This is an optimization exercise on Yosys and OpenROAD, whose aim is small area and few clock cycles per item, not a production implementation.
Only simulation tests tie the RTL to the original design; equivalence was not proved.

== rev 12 ==
// aes_core
module aes_core (
    input  wire         clk,
    input  wire         rst,         
    input  wire         start,       
    input  wire         key_256,
    input  wire [255:0] key,
    input  wire [127:0] block_in,
    output wire         ready,
    output reg          done,        
    output wire [127:0] block_out
);
Size in the first run: roughly 390 flip-flops, about 520 I/O pins, ~0.066 sq mm of cells after synthesis.
==> module aes_core, before the edit <==
module aes_core (
    input  wire         clk,
    input  wire         rst,         
    input  wire         start,       
    input  wire         key_256,
    input  wire [255:0] key,
    input  wire [127:0] block_in,
    output wire         ready,
    output reg          done,        
    output wire [127:0] block_out
);
    reg  [127:0] state;     
    reg  [255:0] kreg;      
    reg          busy;
    reg          mode256;
    reg  [2:0]   cnt;       
    assign ready = !busy;
    wire         last = busy && (cnt == (mode256 ? 3'd6 : 3'd4));
    function [7:0] rcon;         
        input [3:0] i;
        rcon = i[3] ? (i[0] ? 8'h36 : 8'h1b) : (8'h01 << i[2:0]);
    endfunction
    function [31:0] rotword;
        input [31:0] w;
        rotword = {w[23:0], w[31:24]};
    endfunction
    function [127:0] expand4;    
        input [127:0] base;
        input [31:0]  t;
        reg   [31:0]  w0, w1, w2, w3;
        begin
            w0 = base[127:96] ^ t;
            w1 = base[95:64]  ^ w0;
            w2 = base[63:32]  ^ w1;
            w3 = base[31:0]   ^ w2;
            expand4 = {w0, w1, w2, w3};
        end
    endfunction
    wire [127:0] k_hi = kreg[255:128];
    wire [127:0] k_lo = kreg[127:0];
    wire [7:0]   rcon_a = mode256 ? 8'h00 : rcon({cnt, 1'b0} - 4'd1);
    wire [31:0]  sa_in  = mode256 ? k_lo[31:0] : rotword(k_hi[31:0]);
    wire [31:0]  sa_out;
    wire [127:0] nw_a   = expand4(k_hi, sa_out ^ {rcon_a, 24'h000000});
    wire [127:0] rk_r = mode256 ? k_lo : nw_a;
    wire [7:0]   rcon_b = !busy ? 8'h01 : mode256 ? rcon({1'b0, cnt}) : rcon({cnt, 1'b0});
    wire [31:0]  sb_w   = !busy ? (key_256 ? key[31:0] : key[159:128]) : nw_a[31:0];
    wire [31:0]  sb_in  = rotword(sb_w);
    wire [127:0] sb_base = !busy ? key[255:128] : rk_r;
    wire [31:0]  sb_out;
    wire [127:0] nw_b   = expand4(sb_base, sb_out ^ {rcon_b, 24'h000000});
    aes_sbox u_ks_a0 (.a(sa_in[31:24]), .y(sa_out[31:24]));
    aes_sbox u_ks_a1 (.a(sa_in[23:16]), .y(sa_out[23:16]));
    aes_sbox u_ks_a2 (.a(sa_in[15:8]),  .y(sa_out[15:8]));
    aes_sbox u_ks_a3 (.a(sa_in[7:0]),   .y(sa_out[7:0]));
    aes_sbox u_ks_b0 (.a(sb_in[31:24]), .y(sb_out[31:24]));
    aes_sbox u_ks_b1 (.a(sb_in[23:16]), .y(sb_out[23:16]));
    aes_sbox u_ks_b2 (.a(sb_in[15:8]),  .y(sb_out[15:8]));
    aes_sbox u_ks_b3 (.a(sb_in[7:0]),   .y(sb_out[7:0]));
    wire [127:0] kreg_hi_nx = busy ? (mode256 ? nw_a : nw_b)
                                   : (key_256 ? key[127:0] : nw_b);
    function [127:0] shift_rows;
        input [127:0] s;
        integer c, r;
        begin
            for (c = 0; c < 4; c = c + 1)
                for (r = 0; r < 4; r = r + 1)
                    shift_rows[127 - 8*(4*c + r) -: 8] = s[127 - 8*(4*((c + r) % 4) + r) -: 8];
        end
    endfunction
    function [7:0] xtime;
        input [7:0] a;
        xtime = {a[6:0], 1'b0} ^ (a[7] ? 8'h1b : 8'h00);
    endfunction
    function [31:0] mix_delta;
        input [31:0] col;
        reg [7:0] a0, a1, a2, a3, t;
        begin
            a0 = col[31:24];
            a1 = col[23:16];
            a2 = col[15:8];
            a3 = col[7:0];
            t  = (a0 ^ a1) ^ (a2 ^ a3);
            mix_delta[31:24] = t ^ xtime(a0 ^ a1);
            mix_delta[23:16] = t ^ xtime(a1 ^ a2);
            mix_delta[15:8]  = t ^ xtime(a2 ^ a3);
            mix_delta[7:0]   = t ^ xtime(a3 ^ a0);
        end
    endfunction
    function [127:0] mix_deltas;
        input [127:0] s;
        mix_deltas = {mix_delta(s[127:96]), mix_delta(s[95:64]),
                      mix_delta(s[63:32]),  mix_delta(s[31:0])};
    endfunction
    wire [127:0] sr0  = shift_rows(state);
    wire [127:0] lout = sr0 ^ mix_deltas(sr0) ^ k_hi;
    wire [127:0] sb1;
    wire [127:0] sr1  = shift_rows(sb1);
    wire [127:0] r1_out = sr1 ^ (mix_deltas(sr1) & {128{busy}}) ^ rk_r;
    assign block_out = r1_out;
    wire [127:0] din2 = busy ? r1_out : (block_in ^ key[255:128]);   
    wire [127:0] sb2;
    genvar gi;
    generate
        for (gi = 0; gi < 16; gi = gi + 1) begin : g_sbox
            aes_sbox u_sbox1 (.a(lout[127 - 8*gi -: 8]), .y(sb1[127 - 8*gi -: 8]));
            aes_sbox u_sbox2 (.a(din2[127 - 8*gi -: 8]), .y(sb2[127 - 8*gi -: 8]));
        end
    endgenerate
    always @(posedge clk) begin
        state <= sb2;
        kreg  <= {kreg_hi_nx, nw_b};
        if (rst) begin
            busy <= 1'b0;
            done <= 1'b0;
        end else begin
            done <= last;
            if (busy) begin
                if (last)
                    busy <= 1'b0;
                cnt <= cnt + 3'd1;
            end else if (start) begin
                mode256 <= key_256;
                busy    <= 1'b1;
                cnt     <= 3'd1;
            end
        end
    end
endmodule
==> flow/config.mk <==
export PLATFORM = sky130hd
export DESIGN_NAME = aes_core
export DESIGN_NICKNAME = aes_core
export VERILOG_FILES = /design/flow/design.v
export SDC_FILE = /design/flow/constraint.sdc
export NUM_CORES = 4
export LEC_CHECK = 0
export CAP_MARGIN = 20
export CORE_MARGIN = 2
export CORE_UTILIZATION = 60
export SLEW_MARGIN = 20
==> flow/constraint.sdc <==
create_clock -name core_clock -period 14.0 [get_ports {clk}]
set_input_delay 2.8000 -clock core_clock [delete_from_list [all_inputs] [get_ports {clk}]]
set_output_delay 2.8000 -clock core_clock [all_outputs]
set_load 0.01 [all_outputs]
standard.sh (not shown) runs the stock make flow with config.mk's settings and CLKGATE_MAP_FILE= SYNTH_SCRIPT=/design/flow/synth_recipe.tcl, a recipe that flattens the netlist after the stock synthesis.
==> flow/flow/run.sh <==
#!/bin/bash
# The standard layout (standard.sh), with synthesis run through
# flow/my_synth.tcl, and with the floorplan-stage timing repair and the
# timing-driven global placement turned off (timing is repaired after CTS),
# and the ports buffered with buf_1 cells.
# Tool logs: orfs/logs/..., and make's output in make.log.
set -euo pipefail
W=$PWD
export MY_ABC_SCRIPT=$W/flow/area.abc
export FLOW_SYNTH=$W/synth_recipe.tcl
sed "s#SYNTH_SCRIPT=[^ ]*#SYNTH_SCRIPT=$W/flow/my_synth.tcl REMOVE_ABC_BUFFERS=1 GPL_TIMING_DRIVEN=0 BUFFER_PORTS_ARGS=\"-buffer_cell sky130_fd_sc_hd__buf_1\"#" standard.sh > my_standard.sh
grep -q "SYNTH_SCRIPT=$W/flow/my_synth.tcl" my_standard.sh
bash my_standard.sh > make.log 2>&1
==> flow/flow/area.abc <==
strash
dch
map -D 7500
topo
==> flow/flow/my_synth.tcl <==
# The standard flow's synthesis (synth_recipe.tcl, ORFS synth.tcl) with one change: the
# technology mapping. abc maps for area onto a small set of cells (XOR/XNOR
# gates, 2-input gates, AOI/OAI21, 2:1 muxes) under a delay target tighter than
# the clock (its delay model has no wires), which keeps the XOR structure
# of the RTL instead of breaking it into AND-OR logic.
proc abc {args} {
  set keep {xor2_1 xnor2_1 xor3_1 xnor3_1 nand2_1 nor2_1 inv_1 mux2i_1 mux2_1 and2_1 or2_1 a21oi_1 o21ai_0}
  set du {}
  foreach lib $::env(LIB_FILES) {
    set f [open $lib r]
    foreach {m c} [regexp -all -inline {cell\s*\(\s*"?(sky130_fd_sc_hd__[a-z0-9_]+)} [read $f]] {
      if { [lsearch -exact $keep [string range $c 17 end]] < 0 } { lappend du -dont_use $c }
    }
    close $f
  }
  set libargs {}
  foreach lib $::env(LIB_FILES) { lappend libargs -liberty $lib }
  yosys abc {*}$libargs {*}$du -constr $::env(OBJECTS_DIR)/abc.constr -script $::env(MY_ABC_SCRIPT) -D 14000
}
source $::env(FLOW_SYNTH)
Testbench counts of rev 12, summed over its fixed seeds: cycles 9,272, items 1,536.
Modified inputs, rev 13 compared to rev 12
--- a/flow/design.v
+++ b/flow/design.v
@@ -173,11 +173,11 @@
         end
     endfunction
     wire [127:0] k_hi = kreg[255:128];
     wire [127:0] k_lo = kreg[127:0];
     wire [7:0]   rcon_a = mode256 ? 8'h00 : rcon({cnt, 1'b0} - 4'd1);
-    wire [31:0]  sa_in  = mode256 ? k_lo[31:0] : rotword(k_hi[31:0]);
+    reg  [31:0]  sa_in;     
     wire [31:0]  sa_out;
     wire [127:0] nw_a   = expand4(k_hi, sa_out ^ {rcon_a, 24'h000000});
     wire [127:0] rk_r = mode256 ? k_lo : nw_a;
     wire [7:0]   rcon_b = !busy ? 8'h01 : mode256 ? rcon({1'b0, cnt}) : rcon({cnt, 1'b0});
     wire [31:0]  sb_w   = !busy ? (key_256 ? key[31:0] : key[159:128]) : nw_a[31:0];
@@ -244,10 +244,11 @@
         end
     endgenerate
     always @(posedge clk) begin
         state <= sb2;
         kreg  <= {kreg_hi_nx, nw_b};
+        sa_in <= (busy ? mode256 : key_256) ? nw_b[31:0] : rotword(kreg_hi_nx[31:0]);
         if (rst) begin
             busy <= 1'b0;
             done <= 1'b0;
         end else begin
             done <= last;
## What came out
- Rev 13: done, clean on timing, DRC and antenna
- [compare] base=rev 12 new=rev 13: setup fix buffers added after clock tree synthesis -3; layout multi-input combinational cell count essentially unchanged; global-route wire length before repair now sits lower.
- Rev 12 has higher number of global-route vias before repair than rev 13.
- There was hardly any difference in post-detailed-route DRC marker count between rev 12 and rev 13.
- [compare] base=rev 12 new=rev 13: layout-stage area growth over the synthesis result decreased 1.4 points; met3 wirelength from detailed routing decreased about 6%; post-route clock period utilization decreased 0.47 points; detailed-router iteration count before antenna repair increased 2; worst setup slack after layout increased 0.065 ns.
- Of rev 13 and rev 12, the higher sequential share of layout area belongs to rev 13.
- Looking only at count of clock-buffer cells in the layout, and setting everything else aside, the higher value of rev 13 and rev 12 goes to rev 13.
Testbench counts of rev 13, summed over its fixed seeds: cycles 9,272, items 1,536.

-- what the ideal ports hide --
In the flow no input, the clock included, has a driving cell. The finished layouts below were timed again as built, in two steps.
Step 1 (the two cells are an assumption about what drives the block):
set clk [get_ports {clk}]
set_driving_cell -lib_cell sky130_fd_sc_hd__clkbuf_16 $clk
set_driving_cell -lib_cell sky130_fd_sc_hd__buf_2 [delete_from_list [all_inputs] $clk]
Step 2 also shifts input and output timing later by t, the mid clock arrival at the registers, as if the neighbouring blocks saw the same clock.
Three values: ideal ports, drivers, drivers and shift; two values: the first two.
run | t, ns | setup slack, ns | worst setup path after step 2 | worst register clock-pin slew, ns
rev 12 | 0.724 | 0.416 / 0.416 / 0.416 | register to register | 0.07 / 0.07
rev 13 | 0.758 | 0.482 / 0.482 / 0.482 | register to register | 0.07 / 0.07
After both steps every run listed still meets setup and hold.
